From an optimization exercise on the open Yosys and OpenROAD flow, aimed at small area, a short achievable clock period and few clock cycles per item; shortcuts taken in it are not production practice.
The RTL was checked by simulation tests, not by an equivalence proof against the original design.
Power figures rest on the tool's default switching activity, not on a simulated workload.

## before
Design filtcore, start of the top module:
module filtcore (
    input  wire        clk,
    input  wire        rst,
    input  wire        cmd_valid,
    output wire        cmd_ready,
    input  wire [31:0] cmd_word,
    output wire        rsp_valid,
    input  wire        rsp_ready,
    output wire [31:0] rsp_word,
    output wire [1:0]  err_sticky
);
    reg [15:0] al_l, al_h;       
    reg        cfg_l, cfg_h;
    reg [15:0] last_l, last_h;
    reg [5:0]  al_n;
    reg [3:0]  ash_n;
    reg        cfg_n;
    reg [9:0]  ls_n;             
    reg [1:0]  err_q;
    reg        va;               
    reg [1:0]  ua, oa;
    reg        ia;
    reg [15:0] xa;               
    reg [2:0]  sia;              
    reg        k_hi, k_mid, k_lo;    
    reg        ve;               
    reg        e_l, e_h, e_n;    
    reg        e_cin;            
    reg        e_fin;            
    reg        e_step;           
    reg        e_clr;            
    reg [1:0]  est;              
    reg [22:0] ep;               
    reg [6:0]  eb;               
    reg [15:0] ex;               
    reg        rv;               
    reg [1:0]  rs;
    reg [15:0] rr;
    wire en = !rv || rsp_ready;
  ...
clock: 14.0 ns
lec_check: 0
cap_margin: 20
core_margin: 2
core_utilization: 50
setup_slack_margin: 5
slew_margin: 20
run.sh (not shown) runs the stock make flow with config.mk's settings and CLKGATE_MAP_FILE= SYNTH_SCRIPT=/design/flow/synth_recipe.tcl, a recipe that flattens the netlist after the stock synthesis.
Per the final summary, before finished and its layout is clean on timing, DRC and antenna.
Testbench counts of before, summed over its fixed seeds: cycles 16,024, items 16,000.
Relative to before, the following input files were edited for after:
-- flow/design.v --
<<< before, line 132
        end
    end
    wire [22:0] prod = pa * px;
    wire [4:0]  nsh  = {1'b0, ash_n} + {2'd0, sia};
    reg [1:0] pst;
>>> after, line 132
        end
    end
    wire [22:0] prod;
    mac7x16 u_mac_p (.b(pa), .l(px), .p(23'd0), .c(23'd0), .t(prod));
    wire [4:0]  nsh  = {1'b0, ash_n} + {2'd0, sia};
    reg [1:0] pst;
<<< before, line 193
                     ({16{e_n}} & {6'd0, ls_n});
    wire [15:0] ec = {16{e_cin}} & rr;
    wire [22:0] t  = eb * el + ep + {ec, 7'd0};
    wire [15:0] yb = t[22:7];
    wire [15:0] hb = (ex >= yb) ? ex - yb : 16'd0;
    wire [15:0] s   = t[15:0];
    wire [4:0]  e   = ex[4:0];
>>> after, line 194
                     ({16{e_n}} & {6'd0, ls_n});
    wire [15:0] ec = {16{e_cin}} & rr;
    wire [22:0] t;
    mac7x16 u_mac_e (.b(eb), .l(el), .p(ep), .c({ec, 7'd0}), .t(t));
    wire [15:0] yb = t[22:7];
    wire [16:0] hd = {1'b0, ex} - {1'b0, yb};
    wire [15:0] hb = hd[16] ? 16'd0 : hd[15:0];
    wire [15:0] s   = t[15:0];
    wire [4:0]  e   = ex[4:0];
<<< before, line 249
    assign err_sticky = err_q;
endmodule
>>> after, line 252
    assign err_sticky = err_q;
endmodule
module mac7x16 (
    input  wire [6:0]  b,
    input  wire [15:0] l,
    input  wire [22:0] p,
    input  wire [22:0] c,
    output wire [22:0] t
);
    wire [22:0] r0 = b[0] ? {7'd0, l}       : 23'd0;
    wire [22:0] r1 = b[1] ? {6'd0, l, 1'd0} : 23'd0;
    wire [22:0] r2 = b[2] ? {5'd0, l, 2'd0} : 23'd0;
    wire [22:0] r3 = b[3] ? {4'd0, l, 3'd0} : 23'd0;
    wire [22:0] r4 = b[4] ? {3'd0, l, 4'd0} : 23'd0;
    wire [22:0] r5 = b[5] ? {2'd0, l, 5'd0} : 23'd0;
    wire [22:0] r6 = b[6] ? {1'd0, l, 6'd0} : 23'd0;
    wire [22:0] s1a = r0 ^ r1 ^ r2;
    wire [22:0] c1a = {(r0 & r1 | r0 & r2 | r1 & r2), 1'b0};
    wire [22:0] s1b = r3 ^ r4 ^ r5;
    wire [22:0] c1b = {(r3 & r4 | r3 & r5 | r4 & r5), 1'b0};
    wire [22:0] s1c = r6 ^ p ^ c;
    wire [22:0] c1c = {(r6 & p | r6 & c | p & c), 1'b0};
    wire [22:0] s2a = s1a ^ c1a ^ s1b;
    wire [22:0] c2a = {(s1a & c1a | s1a & s1b | c1a & s1b), 1'b0};
    wire [22:0] s2b = c1b ^ s1c ^ c1c;
    wire [22:0] c2b = {(c1b & s1c | c1b & c1c | s1c & c1c), 1'b0};
    wire [22:0] s3 = s2a ^ c2a ^ s2b;
    wire [22:0] c3 = {(s2a & c2a | s2a & s2b | c2a & s2b), 1'b0};
    wire [22:0] s4 = s3 ^ c3 ^ c2b;
    wire [22:0] c4 = {(s3 & c3 | s3 & c2b | c3 & c2b), 1'b0};
    assign t = s4 + c4;
endmodule
Notes after the runs:
Compared to before, after leaves more free space in the core.
Compared after vs before, and net switching power figure is down in after.
Total of cells resized after clock tree synthesis for after is lower than for before.
after vs before: number of logic stages on the critical path including buffering down in after
Taking before as the reference, in after overall die area has decreased; synthesized instance count shrank by 46; clock power -about 2%; fraction of power consumed by the clock network increased 0.4 points.
Across both runs, routability congestion estimate was lower for after than for before.
Against before, after comes in 1.7 points lower on share of post-route cells with drive strength above 1.
Relative to before, clock skew after layout has gone down in after.
The setup slack of after is larger than that of before.
Taking before as the reference point, the final cycle utilization of the critical path of after falls by 0.86 points.
Testbench counts of after, summed over its fixed seeds: cycles 16,024, items 16,000.


filtcore, a different RTL version from the one above (not shown whole).
For scale: roughly 2700 cells after synthesis, roughly 21000 µm² of cells after synthesis.
Settings: LEC_CHECK=0, ABC_AREA=1, CAP_MARGIN=20, CORE_MARGIN=2, CORE_UTILIZATION=60, PLACE_DENSITY=0.7, SLEW_MARGIN=20; clock period 14.0 ns.
standard.sh (not shown) runs the stock make flow with config.mk's settings and CLKGATE_MAP_FILE= SYNTH_SCRIPT=/design/flow/synth_recipe.tcl, a recipe that flattens the netlist after the stock synthesis.
==> flow/flow/run.sh <==
#!/bin/bash
set -euo pipefail
bash standard.sh SYNTH_ARGS=-noabc SETUP_SLACK_MARGIN=7.9 finish > standard.log 2>&1
Testbench counts at the start, summed over its fixed seeds: cycles 16,024, items 16,000.
Then changed:
--- a/flow/design.v
+++ b/flow/design.v
@@ -193,31 +193,24 @@
         end
     end
     wire e_go = ve && en;
     wire [15:0] el = ({16{e_l}} & last_l) | ({16{e_h}} & last_h) |
                      ({16{e_n}} & {6'd0, ls_n});
     wire [15:0] ec = {16{e_cin}} & rr;
     wire [22:0] t;
     wire [22:0] ta, tb;          
     wire [23:0] t24;
     mac7x16 u_mac_e (.b(eb), .l(el), .p(ep), .c({ec, 7'd0}), .sa(ta), .sb(tb), .t(t24));
     assign t = t24[22:0];
-    wire        c7  = ({1'b0, ta[6:0]} + {1'b0, tb[6:0]}) >> 7;
-    wire [17:0] hx  = {2'b00, ex};
-    wire [17:0] hna = {2'b11, ~ta[22:7]};
-    wire [17:0] hnb = {2'b11, ~tb[22:7]};
-    wire [17:0] hs  = hx ^ hna ^ hnb;
-    wire [17:0] hc  = {(hx & hna | hx & hnb | hna & hnb), 1'b1};
-    wire [17:0] hd  = hs + hc + {17'd0, !c7};           
-    wire        hneg = t24[23] ? (hd[17] && !hd[16]) : hd[17];
-    wire [15:0] hb  = hneg ? 16'd0 : hd[15:0];
+    wire [16:0] hd  = {1'b0, ex} - {1'b0, t[22:7]};
+    wire [15:0] hb  = hd[16] ? 16'd0 : hd[15:0];
     wire [15:0] yb = t[22:7];
     wire [15:0] s   = t[15:0];
     wire [4:0]  e   = ex[4:0];
     wire [31:0] sh  = {16'd0, s} << e;
     reg  [15:0] m_sat, m_big;
     integer i;
     always @* begin
         for (i = 0; i < 16; i = i + 1) begin
             m_sat[i] = i + e >= 22;
             m_big[i] = i + e >= 16;
         end
Sequential power fell slightly.
Critical path depth increases by 11.
Die area went down by a few percent.
Via count shrinks by a few percent.
Routed wire length fell by a few percent.
Non-clock buffer count is higher by 2.
Total power went down by roughly a tenth.
Count of clock-buffer cells in the layout increases by 1.
Global-route usage climbs by 0.45 points.
Fmax goes down by a little under a tenth.
Design area decreases by a few percent.
Utilization grows by 0.79 points.
Testbench counts after the change, summed over its fixed seeds: cycles 16,024, items 16,000.


The RTL this note starts from:
==> flow/design.v <==
module bitwidth16 (
    input  wire [15:0] v,
    output reg  [4:0]  bits
);
    integer i;
    always @* begin
        bits = 5'd0;
        for (i = 0; i < 16; i = i + 1)
            if (v[i])
                bits = i + 1;
    end
endmodule
module filtcore (
    input  wire        clk,
    input  wire        rst,
    input  wire        cmd_valid,
    output wire        cmd_ready,
    input  wire [31:0] cmd_word,
    output wire        rsp_valid,
    input  wire        rsp_ready,
    output wire [31:0] rsp_word,
    output wire [1:0]  err_sticky
);
    reg [15:0] al_l, al_h;       
    reg        cfg_l, cfg_h;
    reg [15:0] last_l, last_h;
    reg [5:0]  al_n;
    reg [3:0]  ash_n;
    reg        cfg_n;
    reg [9:0]  ls_n;             
    reg [1:0]  err_q;
    reg        va;               
    reg [1:0]  ua, oa;
    reg        ia;
    reg [15:0] xa;               
    reg [2:0]  sia;              
    reg        k_hi, k_mid, k_lo;    
    reg [6:0]  pa;               
    reg        ve;               
    reg        e_l, e_h, e_n;    
    reg        e_cin;            
    reg        e_fin;            
    reg        e_step;           
    reg        e_clr;            
    reg [1:0]  est;              
    reg [22:0] ep;               
    reg [6:0]  eb;               
    reg [15:0] ex;               
    reg        qv;               
    reg [1:0]  qs;
    reg [15:0] qy;               
    reg [15:0] qx;               
    reg        qh;               
    reg        rv;               
    reg [1:0]  rs;
    reg [15:0] rr;
    wire en = !rv || rsp_ready;
    wire [1:0]  cu = cmd_word[19:18];
    wire [1:0]  co = cmd_word[17:16];
    wire [15:0] cd = cmd_word[15:0];
    wire cill = (cmd_word[31:20] != 12'd0) || (cu == 2'd3) ||
                (co == 2'd3 && cd != 16'd0);
    wire p_go;
    wire a_rel;
    reg rdy_x, rdy_y;
    assign cmd_ready = !rst && (rdy_x || (rdy_y && rsp_ready));
    wire accept = cmd_valid && cmd_ready;
    always @(posedge clk) begin
        if (rst)
            va <= 1'b0;
        else if (accept)
            va <= 1'b1;
        else if (a_rel)
            va <= 1'b0;
    end
    wire        cw;
    wire [15:0] new_al;
    wire        fw      = cw && ua == {1'b0, cu[0]};
    wire        big_new = new_al[15:7] != 9'd0;
    wire        big_c   = fw ? big_new : (cu[0] ? al_h[15:7] != 9'd0 : al_l[15:7] != 9'd0);
    wire        cfg_c   = fw || (cu[0] ? cfg_h : cfg_l);
    wire        slow_c  = !cill && !cu[1] && co == 2'd1 && cfg_c && big_c;
    wire [15:0] al_c    = fw ? new_al : (cu[0] ? al_h : al_l);
    wire        fwn     = cw && ua == 2'd2;
    wire [5:0]  new_aln;
    wire [6:0]  pa_c    = cu[1] ? {1'b0, fwn ? new_aln : al_n} :
                          slow_c ? {5'd0, al_c[15:14]} : al_c[6:0];
    wire [4:0]  cx_bits;
    bitwidth16 u_bw_x (.v(cd), .bits(cx_bits));
    wire [2:0]  csi   = (cx_bits > 5'd10) ? cx_bits - 5'd10 : 3'd0;
    wire [15:0] cxs   = cd >> csi;
    wire        cnorm = cu == 2'd2 && co == 2'd1;
    always @(posedge clk) begin
        if (accept) begin
            ua  <= cu;
            oa  <= co;
            ia  <= cill;
            xa  <= cnorm ? {6'd0, cxs[9:0]} : cd;
            sia <= csi;
        end
    end
    always @(posedge clk) begin
        if (accept) begin
            k_hi  <= slow_c;
            k_mid <= 1'b0;
            k_lo  <= 1'b0;
            pa    <= pa_c;
        end else if (p_go) begin
            k_hi  <= 1'b0;
            k_mid <= k_hi;
            k_lo  <= k_mid;
            if (k_hi)
                pa <= al_s[13:7];
            else if (k_mid)
                pa <= al_s[6:0];
        end
    end
    wire basic   = !ua[1];
    wire is_init = oa == 2'd0;
    wire is_proc = oa == 2'd1;
    wire is_setc = oa == 2'd2;
    wire is_rst  = oa == 2'd3;
    wire [15:0] al_s  = ua[0] ? al_h : al_l;
    wire        cfg_s = ua[1] ? cfg_n : (ua[0] ? cfg_h : cfg_l);
    wire [8:0]  oh_s  = 9'd0 - al_s[15:7];       
    wire step = !ia && is_proc && cfg_s;
    wire fin  = !k_hi && !k_mid;
    assign p_go  = va && en;
    assign a_rel = p_go && fin;
    reg [6:0]  pb;
    wire [15:0] px = xa;
    always @* begin
        if (!basic)
            pb = 7'd64 - {1'b0, al_n};
        else if (k_hi)
            pb = {5'd0, oh_s[8:7]};
        else if (k_mid)
            pb = oh_s[6:0];
        else
            pb = ~al_s[6:0];
    end
    wire [22:0] prod;
    wire [22:0] pca, pcb;
    wire [23:0] prod24;
    mac7x16 u_mac_p (.b(pa), .l(px), .p(23'd0), .c(23'd0), .sa(pca), .sb(pcb), .t(prod24));
    assign prod = prod24[22:0];
    wire [4:0]  nsh  = {1'b0, ash_n} + {2'd0, sia};
    reg [1:0] pst;
    always @* begin
        if (ia)                    pst = 2'd1;
        else if (is_proc && !cfg_s) pst = 2'd2;
        else                       pst = 2'd0;
    end
    assign new_al = xa + 16'd1;
    wire [4:0]  raw_bits;
    bitwidth16 u_bw_raw (.v(xa), .bits(raw_bits));
    wire [3:0]  new_ash = (raw_bits > 5'd6) ? raw_bits - 5'd6 : 4'd0;
    wire [15:0] raw_sh  = xa >> new_ash;
    assign new_aln = raw_sh[5:0];
    assign cw = va && !ia && (is_init || is_setc);
    always @(posedge clk) begin
        if (!rst && cw && ua == 2'd0) al_l <= new_al;
        if (!rst && cw && ua == 2'd1) al_h <= new_al;
        if (!rst && cw && ua == 2'd2) begin
            al_n  <= raw_sh[5:0];
            ash_n <= new_ash;
        end
    end
    always @(posedge clk) begin
        if (rst) begin
            cfg_l <= 1'b0;
            cfg_h <= 1'b0;
            cfg_n <= 1'b0;
            err_q <= 2'd0;
        end else begin
            if (cw && ua == 2'd0) cfg_l <= 1'b1;
            if (cw && ua == 2'd1) cfg_h <= 1'b1;
            if (cw && ua == 2'd2) cfg_n <= 1'b1;
            if (va && pst == 2'd1) err_q[0] <= 1'b1;
            if (va && pst == 2'd2) err_q[1] <= 1'b1;
        end
    end
    always @(posedge clk) begin
        if (rst)
            ve <= 1'b0;
        else if (en)
            ve <= p_go;
    end
    always @(posedge clk) begin
        if (p_go) begin
            e_l    <= ua == 2'd0;
            e_h    <= ua == 2'd1;
            e_n    <= ua[1];
            e_cin  <= k_mid || k_lo;
            e_fin  <= fin;
            e_step <= step;
            e_clr  <= !ia && (is_init || is_rst);
            est    <= pst;
            ep     <= prod;
            eb     <= pb;
            ex     <= basic ? xa : {11'd0, nsh};
        end
    end
    wire e_go = ve && en;
    wire [15:0] el = ({16{e_l}} & last_l) | ({16{e_h}} & last_h) |
                     ({16{e_n}} & {6'd0, ls_n});
    wire [15:0] ec = {16{e_cin}} & qy;
    wire [22:0] t;
    wire [22:0] ta, tb;          
    wire [23:0] t24;
    mac7x16 u_mac_e (.b(eb), .l(el), .p(ep), .c({ec, 7'd0}), .sa(ta), .sb(tb), .t(t24));
    assign t = t24[22:0];
    wire [15:0] yb = t[22:7];
    wire [15:0] s   = t[15:0];
    wire [4:0]  e   = ex[4:0];
    wire [31:0] sh  = {16'd0, s} << e;
    reg  [15:0] m_sat, m_big;
    integer i;
    always @* begin
        for (i = 0; i < 16; i = i + 1) begin
            m_sat[i] = i + e >= 22;
            m_big[i] = i + e >= 16;
        end
    end
    wire        sat = (s & m_sat) != 16'd0;
    wire        big = (s & m_big) != 16'd0;
    wire [15:0] yn  = sat ? 16'hFFFF : sh[21:6];
    reg  [3:0]  s_msb;           
    integer k;
    always @* begin
        s_msb = 4'd0;
        for (k = 0; k < 16; k = k + 1)
            if (s[k])
                s_msb = k;
    end
    wire [15:0] nrm = s << (~s_msb);
    wire [9:0]  top = nrm[15:6];
    wire [9:0]  ls_next = sat ? 10'h3FF : big ? top : sh[15:6];
    always @(posedge clk) begin
        if (rst) begin
            last_l <= 16'd0;
            last_h <= 16'd0;
            ls_n   <= 10'd0;
        end else if (e_go) begin
            if (e_fin) begin
                if (e_l) begin
                    if (e_clr) last_l <= 16'd0;
                    else if (e_step) last_l <= yb;
                end
                if (e_h) begin
                    if (e_clr) last_h <= 16'd0;
                    else if (e_step) last_h <= yb;
                end
                if (e_n) begin
                    if (e_clr) ls_n <= 10'd0;
                    else if (e_step) ls_n <= ls_next;
                end
            end
        end
    end
    always @(posedge clk) begin
        if (rst) begin
            qv <= 1'b0;
            rv <= 1'b0;
        end else if (en) begin
            qv <= e_go && e_fin;
            rv <= qv;
        end
    end
    wire va_n    = !rst && (accept || (va && !a_rel));
    wire k_hi_n  = accept ? slow_c : (p_go ? 1'b0 : k_hi);
    wire k_mid_n = accept ? 1'b0 : (p_go ? k_hi : k_mid);
    wire rv_n    = !rst && (en ? qv : rv);
    wire fin_n   = !k_hi_n && !k_mid_n;
    always @(posedge clk) begin
        rdy_x <= !va_n || (fin_n && !rv_n);
        rdy_y <= fin_n;
    end
    always @(posedge clk) begin
        if (e_go) begin
            qs <= est;
            qx <= ex;
            qh <= e_fin && e_step && e_h;
            if (e_fin && !e_step)
                qy <= 16'd0;
            else if (e_fin && e_n)
                qy <= yn;
            else if (e_fin)
                qy <= yb;
            else
                qy <= t[15:0];
        end
    end
    wire [16:0] hd = {1'b0, qx} - {1'b0, qy};
    always @(posedge clk) begin
        if (en && qv) begin
            rs <= qs;
            rr <= !qh ? qy : hd[16] ? 16'd0 : hd[15:0];
        end
    end
    assign rsp_valid  = rv && !rst;
    assign rsp_word   = {14'd0, rs, rr};
    assign err_sticky = err_q;
endmodule
module mac7x16 (
    input  wire [6:0]  b,
    input  wire [15:0] l,
    input  wire [22:0] p,
    input  wire [22:0] c,
    output wire [22:0] sa,
    output wire [22:0] sb,
    output wire [23:0] t
);
    wire [22:0] r0 = b[0] ? {7'd0, l}       : 23'd0;
    wire [22:0] r1 = b[1] ? {6'd0, l, 1'd0} : 23'd0;
    wire [22:0] r2 = b[2] ? {5'd0, l, 2'd0} : 23'd0;
    wire [22:0] r3 = b[3] ? {4'd0, l, 3'd0} : 23'd0;
    wire [22:0] r4 = b[4] ? {3'd0, l, 4'd0} : 23'd0;
    wire [22:0] r5 = b[5] ? {2'd0, l, 5'd0} : 23'd0;
    wire [22:0] r6 = b[6] ? {1'd0, l, 6'd0} : 23'd0;
    wire [22:0] s1a = r0 ^ r1 ^ r2;
    wire [22:0] c1a = {(r0 & r1 | r0 & r2 | r1 & r2), 1'b0};
    wire [22:0] s1b = r3 ^ r4 ^ r5;
    wire [22:0] c1b = {(r3 & r4 | r3 & r5 | r4 & r5), 1'b0};
    wire [22:0] s1c = r6 ^ p ^ c;
    wire [22:0] c1c = {(r6 & p | r6 & c | p & c), 1'b0};
    wire [22:0] s2a = s1a ^ c1a ^ s1b;
    wire [22:0] c2a = {(s1a & c1a | s1a & s1b | c1a & s1b), 1'b0};
    wire [22:0] s2b = c1b ^ s1c ^ c1c;
    wire [22:0] c2b = {(c1b & s1c | c1b & c1c | s1c & c1c), 1'b0};
    wire [22:0] s3 = s2a ^ c2a ^ s2b;
    wire [22:0] c3 = {(s2a & c2a | s2a & s2b | c2a & s2b), 1'b0};
    wire [22:0] s4 = s3 ^ c3 ^ c2b;
    wire [22:0] c4 = {(s3 & c3 | s3 & c2b | c3 & c2b), 1'b0};
    assign sa = s4;
    assign sb = c4;
    assign t  = {1'b0, s4} + {1'b0, c4};
endmodule
==> flow/config.mk <==
export PLATFORM = sky130hd
export DESIGN_NAME = filtcore
export DESIGN_NICKNAME = filtcore
export VERILOG_FILES = /design/flow/design.v
export SDC_FILE = /design/flow/constraint.sdc
export NUM_CORES = 4
export LEC_CHECK = 0
export ABC_AREA = 1
export CAP_MARGIN = 20
export CORE_MARGIN = 2
export CORE_UTILIZATION = 60
export PLACE_DENSITY = 0.7
export SLEW_MARGIN = 20
==> flow/constraint.sdc <==
create_clock -name core_clock -period 14.0 [get_ports {clk}]
set_input_delay 2.8000 -clock core_clock [delete_from_list [all_inputs] [get_ports {clk}]]
set_output_delay 2.8000 -clock core_clock [all_outputs]
set_load 0.01 [all_outputs]
==> flow/flow/run.sh <==
#!/bin/bash
set -euo pipefail
bash standard.sh SETUP_SLACK_MARGIN=7.6 finish > standard.log 2>&1
The starting point finished with timing, DRC and antenna clean.
Testbench counts at the start, summed over its fixed seeds: cycles 16,032, items 16,000.
Then changed:
--- a/flow/design.v
+++ b/flow/design.v
@@ -86,17 +86,20 @@
     wire [6:0]  pa_c    = cu[1] ? {1'b0, fwn ? new_aln : al_n} :
                           slow_c ? {5'd0, al_c[15:14]} : al_c[6:0];
     wire [4:0]  cx_bits;
     bitwidth16 u_bw_x (.v(cd), .bits(cx_bits));
-    wire [2:0]  csi   = (cx_bits > 5'd10) ? cx_bits - 5'd10 : 3'd0;
-    wire [15:0] cxs   = cd >> csi;
+    wire        ncoef = cu == 2'd2 && !co[0];
+    wire [4:0]  ck    = ncoef ? 5'd6 : 5'd10;
+    wire [3:0]  csa   = (cx_bits > ck) ? cx_bits - ck : 4'd0;
+    wire [15:0] cxs   = cd >> csa;
+    wire [2:0]  csi   = csa[2:0];
     wire        cnorm = cu == 2'd2 && co == 2'd1;
     always @(posedge clk) begin
         if (accept) begin
             ua  <= cu;
             oa  <= co;
             ia  <= cill;
-            xa  <= cnorm ? {6'd0, cxs[9:0]} : cd;
+            xa  <= cnorm ? {6'd0, cxs[9:0]} : ncoef ? {6'd0, csa, cxs[5:0]} : cd;
             sia <= csi;
         end
     end
     always @(posedge clk) begin
@@ -151,20 +154,16 @@
         else if (is_proc && !cfg_s) pst = 2'd2;
         else                       pst = 2'd0;
     end
     assign new_al = xa + 16'd1;
-    wire [4:0]  raw_bits;
-    bitwidth16 u_bw_raw (.v(xa), .bits(raw_bits));
-    wire [3:0]  new_ash = (raw_bits > 5'd6) ? raw_bits - 5'd6 : 4'd0;
-    wire [15:0] raw_sh  = xa >> new_ash;
-    assign new_aln = raw_sh[5:0];
+    assign new_aln = xa[5:0];
     assign cw = va && !ia && (is_init || is_setc);
     always @(posedge clk) begin
         if (!rst && cw && ua == 2'd0) al_l <= new_al;
         if (!rst && cw && ua == 2'd1) al_h <= new_al;
         if (!rst && cw && ua == 2'd2) begin
-            al_n  <= raw_sh[5:0];
-            ash_n <= new_ash;
+            al_n  <= xa[5:0];
+            ash_n <= xa[9:6];
         end
     end
     always @(posedge clk) begin
         if (rst) begin
The new run completed with no timing, DRC or antenna violations.
Sequential power is higher by about 0.6%.
Core utilization rose by 0.29 points.
Cell count shrinks by 3.4%.
Synthesized area drops by 0.99%.
Register-to-register slack improves by 0.03 ns.
Testbench counts after the change, summed over its fixed seeds: cycles 16,032, items 16,000.

separate check: timing with driven ports:
No port has a modelled driver above. Below, the same layouts with a new extraction and two added sets of constraints. Step 1 sets driving cells, clkbuf_16 on the clock port and buf_2 on the other inputs (assumed; they add their load-dependent delay and slew). Step 2 adds t to the input delays and takes it off the output delays; t is the mean of the earliest and latest rising clock arrival at the registers after step 1. Input paths then give back, and output paths get back, about the clock's delay inside the block. Slacks: no drivers / after step 1 / after step 2; pairs: no drivers / after step 1.
run | shift t [ns] | setup slack, ns | hold slack, ns | worst setup path after step 2 | latest minus earliest clock arrival (ns)
before | 0.520 | 5.228 / 5.228 / 5.228 | 0.433 / 0.433 / 0.433 | register to register | 0.020 / 0.021
after | 0.494 | 5.349 / 5.349 / 5.349 | 0.428 / 0.428 / 0.428 | register to register | 0.013 / 0.012
the first run of note 2 | 0.512 | 7.874 / 7.874 / 7.682 | 0.424 / 0.424 / 0.424 | input to register | 0.012 / 0.012
the second run of note 2 | 0.488 | 7.355 / 7.355 / 7.355 | 0.426 / 0.426 / 0.426 | register to register | 0.017 / 0.017
the first run of note 3 | 0.608 | 7.785 / 7.762 / 7.494 | 0.411 / 0.411 / 0.411 | input to register | 0.019 / 0.020
the second run of note 3 | 0.613 | 7.635 / 7.611 / 7.437 | 0.419 / 0.419 / 0.419 | input to register | 0.010 / 0.011
After both steps setup and hold are still met in every run listed. For the first run of note 3, which loses most, drivers alone change the setup slack by -0.023 ns; drivers and shift together by -0.291 ns.
